From an optimization exercise on the open Yosys and OpenROAD flow, aimed at small area, a short achievable clock period and few clock cycles; shortcuts taken in it are not production practice.
In this exercise RTL edits were held to simulation tests only and were not proved equivalent to the original.
Power is estimated from default activity; no workload was simulated.

==> run a <==
==> flow/design.v (excerpt) <==
module ptvr_rast (
    input  wire        clk,
    input  wire        rst,
    input  wire        host_valid,
    input  wire        host_write,
    input  wire [3:0]  host_addr,
    input  wire [31:0] host_wdata,
    output wire        host_ready,
    output reg  [31:0] host_rdata,
    output reg         mem_valid,
    output reg         mem_write,
    output reg  [31:0] mem_addr,
    output reg  [31:0] mem_wdata,
    input  wire        mem_ready,
    input  wire [31:0] mem_rdata
);
clock: 30.0 ns
lec_check: 0
abc_area: 1
cap_margin: 20
core_margin: 2
core_utilization: 55
slew_margin: 20
run.sh (not shown) runs the stock make flow with config.mk's settings and CLKGATE_MAP_FILE= SYNTH_SCRIPT=/design/flow/synth_recipe.tcl, a recipe that flattens the netlist after the stock synthesis.
==> run b: changes against run a <==
--- a/flow/design.v
+++ b/flow/design.v
@@ -82,13 +82,13 @@
     input  wire [31:0] v,
     output wire        rdy,
     output reg  [31:0] y
 );
     localparam NIT = (26 + DB - 1) / DB;
     localparam QW  = NIT * DB;
-    localparam [2:0] D_DONE = 3'd0, D_NORM = 3'd1, D_ITER = 3'd3, D_DEN = 3'd4;
+    localparam [2:0] D_DONE = 3'd0, D_NORM = 3'd1, D_ALGN = 3'd2, D_ITER = 3'd3, D_DEN = 3'd4;
     wire v_e1   = (v[30:23] == 8'hFF);
     wire v_nan  = v_e1 && (v[22:0] != 0);
     wire v_inf  = v_e1 && (v[22:0] == 0);
     wire v_zero = (v[30:0] == 0);
     wire v_n    = (v[30:23] != 0);
     reg  [2:0]  ds;
@@ -138,14 +138,14 @@
         end
         endcase
     end
     reg signed [10:0] qd;
     always @(*) begin
         case (ds)
-        D_NORM:  qd = (!dvs[23] && rem[23]) ? 11'sd1 : ((dvs[23] && !rem[23]) ? -11'sd1 :
-                      ((dvs[23] && rem[23] && lt0) ? -11'sd1 : 11'sd0));
+        D_NORM:  qd = (!dvs[23] && rem[23]) ? 11'sd1 : ((dvs[23] && !rem[23]) ? -11'sd1 : 11'sd0);
+        D_ALGN:  qd = lt0 ? -11'sd1 : 11'sd0;
         default: qd = 11'sd1;
         endcase
     end
     wire signed [10:0] qe_s = qe + qd;
     always @(posedge clk) begin
         if (rst) begin
@@ -176,23 +176,28 @@
                     spk <= 2'd0;
                     ds  <= D_NORM;
                 end
             end else if (!ld_a) begin
                 case (ds)
                 D_NORM: begin
-                    if (!rem[23] || (dvs[23] && lt0)) rem <= rem << 1;
+                    if (!rem[23]) rem <= rem << 1;
                     if (!dvs[23]) dvs <= dvs << 1;
                     qe <= qe_s;
-                    if (rem[23] && dvs[23]) ds <= D_ITER;
+                    if (rem[23] && dvs[23]) ds <= D_ALGN;
+                end
+                D_ALGN: begin
+                    if (lt0) rem <= rem << 1;
+                    qe <= qe_s;
+                    ds <= D_ITER;
                 end
                 D_ITER: begin
                     rem <= r_n;
                     cnt <= cnt + 4'd1;
                     if (cnt == NIT - 1) begin
                         q  <= m27_n;
-                        ds <= (qe < 11'sd1) ? D_DEN : D_DONE;
+                        ds <= D_DEN;
                     end else begin
                         q  <= {1'b0, q_n};
                     end
                 end
                 D_DEN: begin
                     if (qe < -11'sd30) begin
@@ -259,29 +264,34 @@
         else f_le = fkey(p) <= fkey(q);
     endfunction
     function f_eq(input [31:0] p, input [31:0] q);
         f_eq = (p == q) || (p[30:0] == 0 && q[30:0] == 0);
     endfunction
     function [31:0] ceil_i32(input [31:0] v);
-        reg [30:0] t;
-        reg        st;
-        reg [4:0]  r;
+        reg [30:0] mag;
+        reg        frac;
+        reg [23:0] fm;
         begin
-            t  = {1'b1, v[22:0], 7'd0};
-            st = 1'b0;
-            r  = 5'd29 - v[27:23];           
-            if (r[0]) begin st = st | t[0];      t = {1'b0,  t[30:1]}; end
-            if (r[1]) begin st = st | |t[1:0];   t = {2'b0,  t[30:2]}; end
-            if (r[2]) begin st = st | |t[3:0];   t = {4'b0,  t[30:4]}; end
-            if (r[3]) begin st = st | |t[7:0];   t = {8'b0,  t[30:8]}; end
-            if (r[4]) begin st = st | |t[15:0];  t = {16'b0, t[30:16]}; end
+            mag = 31'd0;
+            frac = 1'b0;
+            fm = 24'd0;
             if (is_nan(v)) ceil_i32 = 32'd0;
             else if (v[30:23] >= 8'd158) ceil_i32 = v[31] ? 32'h80000000 : 32'h7FFFFFFF;
             else if (v[30:0] == 0) ceil_i32 = 32'd0;
             else if (v[30:23] < 8'd127) ceil_i32 = v[31] ? 32'd0 : 32'd1;
-            else ceil_i32 = ({1'b0, t} ^ {32{v[31]}}) + {31'd0, v[31] | st};
+            else begin
+                if (v[30:23] >= 8'd150) begin
+                    mag = {7'd0, 1'b1, v[22:0]} << (v[30:23] - 8'd150);
+                end else begin
+                    mag = {7'd0, 1'b1, v[22:0]} >> (8'd150 - v[30:23]);
+                    fm = (24'd1 << (8'd150 - v[30:23])) - 24'd1;
+                    frac = |(v[22:0] & fm[22:0]);
+                end
+                if (v[31]) ceil_i32 = -{1'b0, mag};
+                else ceil_i32 = {1'b0, mag} + {31'd0, frac};
+            end
         end
     endfunction
     function [9:0] rnd_x(input [31:0] v);
         reg [9:0]  f2;        
         reg [10:0] h;
         begin
@@ -336,19 +346,19 @@
     reg [3:0]  top, bot;
     reg [3:0]  cln, crn;
     reg [31:0] xl, xr, sl, sr;
     reg [31:0] nx;            
     reg [31:0] qy;            
     reg [31:0] yln, yrn;      
-    reg signed [31:0] yrow;
+    reg signed [31:0] yrow, yend;
     reg        side;          
     reg        last;          
     reg [1:0]  ini;           
+    reg [3:0]  fcnt;          
     reg        tv, bv;        
     reg        v0nan;         
-    reg        wbad;          
     reg        qf;            
     assign host_ready = !busy;
     always @(*) begin
         case (host_addr)
             A_STATUS: host_rdata = {31'd0, pvalid};
             A_FB:     host_rdata = fb_base;
@@ -374,13 +384,13 @@
     reg  [31:0] add_a, add_b;
     reg  [1:0]  add_t;        
     reg  [1:0]  p_t;          
     reg         p_b;          
     wire [31:0] add_y;
     ptvr_fadd u_fadd (.clk(clk), .a(add_a), .b(add_b), .y(add_y));
-    assign row_in  = (yrow < $signed(ceil_y));
+    assign row_in  = (yrow < yend);
     assign row_vis = (yrow[31:8] == 24'd0) && (yrow[7:0] < 8'd240);
     localparam [1:0] F_IDLE = 2'd0, F_1 = 2'd1, F_2 = 2'd2, F_3 = 2'd3;
     reg  [1:0]  fs;
     wire [3:0]  pp = place(np);
     wire [3:0]  pq = place(nq);
     wire        f_dx = (fs == F_2) && (rot == (qf ? pp : pq)) && (gs != G_ROW2);
@@ -490,43 +500,22 @@
             end else if (w_load) begin
                 q_v <= 1'b0;
             end
         end
     end
     wire        b_le    = f_le(yln, yrn);
-    wire [31:0] ceil_in = (gs == G_INIT || !side) ? yln : yrn;
+    wire [31:0] ceil_in = (gs == G_INIT) ? yln : (b_le ? yln : yrn);
     wire [31:0] ceil_y  = ceil_i32(ceil_in);
     assign      vinj    = (gs == G_VW) && (rot == place(arg0[3:0]));
     wire [3:0]  fi      = vat(rot);               
     wire        fin_n   = ({1'b0, fi} < nvert);
-    wire [31:0] sy      = vinj ? arg2 : ty;
-    wire        sy_nan  = is_nan(sy);
-    wire        scan_on = (gs == G_IDLE) || (gs == G_VW) || (gs == G_FIND) ||
-                          (gs == G_DSPAN) || (gs == G_DONE);
-    wire        st0     = (rot == 4'd0);
-    wire        s_ok    = fin_n && !sy_nan;
-    wire        nv_chg  = (gs == G_IDLE) && host_valid && host_write && (host_addr == A_CMD) &&
-                          (host_wdata == 32'h01 || host_wdata == 32'h03);
+    wire        ty_nan  = is_nan(ty);
     always @(posedge clk) begin
         if (p_t == T_XL) xl <= add_y;
         if (p_t == T_XR) xr <= add_y;
-        if (scan_on) begin
-            if (st0) v0nan <= fin_n && sy_nan;
-            if (s_ok && (st0 || !tv || f_lt(sy, yln) || (f_eq(sy, yln) && fi < top))) begin
-                top <= fi;
-                yln <= sy;
-                tv  <= 1'b1;
-            end else if (st0) tv <= 1'b0;
-            if (s_ok && (st0 || !bv || f_lt(yrn, sy) || (f_eq(sy, yrn) && fi < bot))) begin
-                bot <= fi;
-                yrn <= sy;
-                bv  <= 1'b1;
-            end else if (st0) bv <= 1'b0;
-        end
         if (rst) begin
-            wbad      <= 1'b1;
             rot       <= 4'd0;
             fs        <= F_IDLE;
             gs        <= G_IDLE;
             busy      <= 1'b0;
             fb_base   <= 32'd0;
             color     <= 32'hFFFFFFFF;
@@ -534,14 +523,12 @@
             arg1      <= 32'd0;
             arg2      <= 32'd0;
             pvalid    <= 1'b0;
             nvert     <= 5'd0;
         end else begin
             rot <= rot + 4'd1;
-            if (!scan_on || nv_chg) wbad <= 1'b1;
-            else if (st0) wbad <= 1'b0;
             case (fs)
             F_1: begin
                 if (rot == pp || rot == pq) begin
                     nx <= tx;
                     qf <= (rot == pq);
                     if (rot == pq) qy <= ty;
@@ -583,12 +570,16 @@
                         end
                         32'h10: begin
                             busy <= 1'b1;
                             gs   <= G_DSPAN;
                         end
                         32'h11: if (pvalid && nvert >= 5'd3) begin
+                            fcnt  <= 4'd0;
+                            tv    <= 1'b0;
+                            bv    <= 1'b0;
+                            v0nan <= 1'b0;
                             busy  <= 1'b1;
                             gs    <= G_FIND;
                         end
                         default: ;
                         endcase
                     end
@@ -600,13 +591,31 @@
             G_VW: begin
                 if (vinj) begin
                     busy <= 1'b0;
                     gs   <= G_IDLE;
                 end
             end
-            G_FIND: if (rot == 4'd15 && !wbad) gs <= G_INIT;
+            G_FIND: begin
+                if (fin_n) begin
+                    if (fi == 4'd0) v0nan <= ty_nan;
+                    if (!ty_nan) begin
+                        if (!tv || f_lt(ty, yln) || (f_eq(ty, yln) && fi < top)) begin
+                            top <= fi;
+                            yln <= ty;
+                            tv  <= 1'b1;
+                        end
+                        if (!bv || f_lt(yrn, ty) || (f_eq(ty, yrn) && fi < bot)) begin
+                            bot <= fi;
+                            yrn <= ty;
+                            bv  <= 1'b1;
+                        end
+                    end
+                end
+                fcnt <= fcnt + 4'd1;
+                if (fcnt == 4'd15) gs <= G_INIT;
+            end
             G_INIT: begin
                 cln  <= top;
                 crn  <= top;
                 yrn  <= yln;
                 yrow <= ceil_y;
                 side <= 1'b0;
@@ -617,12 +626,13 @@
                     fs <= F_1;
                     gs <= G_ADV;
                 end
             end
             G_BAND: begin
                 side <= !b_le;
+                yend <= ceil_y;
                 if ((b_le ? cln : crn) == bot) last <= 1'b1;
                 else fs <= F_1;
                 gs <= G_ROW1;
             end
             G_ROW1: begin
                 if (!row_in) gs <= G_ADV;
ABC_AREA = unset   (was 1)
CORE_UTILIZATION = 40   (was 55)
==> results.txt <==
item	run a	run b
Fraction of area in non-clock buffers	2.77%	3.14%
Count of inverters not on the clock network in the layout	1269	384
Sum of met2 wire segment lengths after detailed routing	130000 microns	144000 microns
Power Sequential	2.87 mW	2.58 mW
Fraction of the cycle the final worst path needs	50.1%	51.6%
Number of cells produced by synthesis	10400	9575
Leakage	40.9 nW	39.1 nW
Critical-path cell with the highest stage delay	sky130_fd_sc_hd__inv_1	sky130_fd_sc_hd__dfxtp_2
Hold Slack	0.277 ns	0.279 ns
Fin Clk Skew	0.111 ns	0.0832 ns
Total area of multi-input combinational cells	38500 sq um	44700 sq um
Total wire length	297000 microns	329000 microns
Share of the yosys chip area belonging to registers	46.9%	46.1%
Run status	finished clean	finished clean
CP arrival	9.03 ns	16.05 ns
Startpoint of the most critical hold path	rx[2][27]$_DFF_P_	ry[7][21]$_DFF_P_
Capture point of the critical path	host_rdata[5]	u_fdiv.qe[10]$_DFFE_PN_
Number of distinct library cells after synthesis	81	137
Testbench counts of run a, summed over its fixed seeds: cycles 187,270.
Testbench counts of run b, summed over its fixed seeds: cycles 189,003.


==> trial 38 <==
Another version of the RTL of ptvr_rast (not shown whole).
export LEC_CHECK = 0
export ABC_AREA = 1
export CAP_MARGIN = 20
export CORE_MARGIN = 2
export CORE_UTILIZATION = 55
export CTS_CLUSTER_DIAMETER = 100
export CTS_CLUSTER_SIZE = 22
export SLEW_MARGIN = 20
create_clock -name core_clock -period 30.0 [get_ports {clk}]
standard.sh (not shown) runs the stock make flow with config.mk's settings and CLKGATE_MAP_FILE= SYNTH_SCRIPT=/design/flow/synth_recipe.tcl, a recipe that flattens the netlist after the stock synthesis.
==> flow/flow/run.sh <==
#!/bin/bash
# The standard layout (the standard.sh: unchanged synthesis, steps and
# constraints), with two changes to how it is optimised:
#  - the buffers that placement puts on every input and output port are
#    sky130_fd_sc_hd__buf_2 cells instead of the slow delay buffer that
#    buffer_ports picks by default;
#  - repair_timing aims for 17 ns of setup slack at the design's 30 ns
#    clock, so that it sizes up the few gates on the paths that set the
#    period the design achieves.
# The full output of the make run is kept in standard.log; each ORFS step
# also writes its own log under orfs/logs/.
set -euo pipefail
export BUFFER_PORTS_ARGS="-buffer_cell sky130_fd_sc_hd__buf_2"
export SETUP_SLACK_MARGIN=17
bash standard.sh > standard.log 2>&1
==> inputs of trial 15, as changes to trial 38 <==
- CTS_CLUSTER_DIAMETER: 100 -> unset
- CTS_CLUSTER_SIZE: 22 -> unset
==> inputs of build 24, as changes to trial 38 <==
--- a/flow/design.v
+++ b/flow/design.v
@@ -493,14 +493,13 @@
                 q_hm1 <= sp_x2m1[4:0];
             end else if (w_load) begin
                 q_v <= 1'b0;
             end
         end
     end
-    wire        cmp_gt  = f_lt(yrn, scan_on ? sy : yln);
-    wire        b_le    = !is_nan(yln) && !is_nan(yrn) && !cmp_gt;
+    wire        b_le    = f_le(yln, yrn);
     wire [31:0] ceil_in = (gs == G_INIT || !side) ? yln : yrn;
     wire [31:0] ceil_y  = ceil_i32(ceil_in);
     assign      vinj    = (gs == G_VW) && (rot == place(arg0[3:0]));
     wire [3:0]  fi      = vat(rot);               
     wire        fin_n   = ({1'b0, fi} < nvert);
     wire [31:0] sy      = vinj ? arg2 : ty;
@@ -518,13 +517,13 @@
             if (st0) v0nan <= fin_n && sy_nan;
             if (s_ok && (st0 || !tv || f_lt(sy, yln) || (f_eq(sy, yln) && fi < top))) begin
                 top <= fi;
                 yln <= sy;
                 tv  <= 1'b1;
             end else if (st0) tv <= 1'b0;
-            if (s_ok && (st0 || !bv || cmp_gt || (f_eq(sy, yrn) && fi < bot))) begin
+            if (s_ok && (st0 || !bv || f_lt(yrn, sy) || (f_eq(sy, yrn) && fi < bot))) begin
                 bot <= fi;
                 yrn <= sy;
                 bv  <= 1'b1;
             end else if (st0) bv <= 1'b0;
         end
         if (rst) begin
==> flow/run.sh (new file) <==
#!/bin/bash
# synth_recipe.tcl (not shown) runs the flow's synth.tcl, then flattens the netlist and writes it again
# the make line also repeats each setting of config.mk as NAME=value (left out here)
make -C /OpenROAD-flow-scripts/flow DESIGN_CONFIG=/design/flow/config.mk WORK_HOME=/design/flow/orfs CLKGATE_MAP_FILE= SYNTH_SCRIPT=/design/flow/synth_recipe.tcl finish
- CTS_BUF_LIST: unset -> sky130_fd_sc_hd__clkbuf_8
- CTS_CLUSTER_DIAMETER: 100 -> unset
- CTS_CLUSTER_SIZE: 22 -> unset
removed: flow/flow/run.sh
removed: flow/standard.sh
==> comparison <==
- Build 24 finished clean. Trial 15 completed without violations. Trial 38 finished clean.
- The highest core utilization belongs to trial 15, the lowest to trial 38.
- In critical path depth, build 24 and trial 38 do not differ.
- Cell area: build 24 is smaller than trial 15 (about 0.4%).
- Flip-flop and latch count is the same in build 24 and trial 15.
- In build 24 the worst hold slack is lower than in trial 38, by 0.032 ns.
- Global-route usage: trial 15 > build 24 > trial 38.
- Of trial 15 and build 24, build 24 has the higher synthesized area (gap about 0.6%, measured against build 24).
- Clock skew, highest first: trial 15, trial 38, build 24.
- Power: trial 15 is higher than trial 38 (about 13%).
- In synthesized cell count, trial 38 and trial 15 do not differ.
Testbench counts of trial 38, summed over its fixed seeds: cycles 187,993.
Testbench counts of trial 15, summed over its fixed seeds: cycles 187,993.
Testbench counts of build 24, summed over its fixed seeds: cycles 187,993.

[port drivers added, routing unchanged]
The flow's constraints put no driver on any port. The routed layouts listed below were extracted and timed again, unchanged, in two steps. Step 1: set_driving_cell puts a clkbuf_16 on clk and a buf_2 on each other input, an assumption about the parent block. Step 2 moves the port delays by t, midway between the first and last clock arrival at a register: inputs arrive t later, outputs are due t later. That takes back most of the time a late clock gives input paths. Three values: no drivers, after step 1, after step 2; two values: the first two.
run	shift t [ns]	setup slack, ns	hold WS [ns]
run a	0.898	14.968 / 14.920 / 14.920	0.277 / 0.277 / 0.277
run b	0.911	14.528 / 14.528 / 14.528	0.279 / 0.279 / 0.279
trial 38	0.835	16.587 / 16.534 / 16.534	0.304 / 0.304 / 0.304
trial 15	0.925	16.538 / 16.490 / 16.490	0.292 / 0.292 / 0.292
build 24	1.075	14.719 / 14.685 / 14.685	0.272 / 0.272 / 0.272
After both steps setup and hold are still met in every run listed. The setup slack of trial 38, which loses most, moves by -0.053 ns with the drivers and by -0.053 ns with both steps.
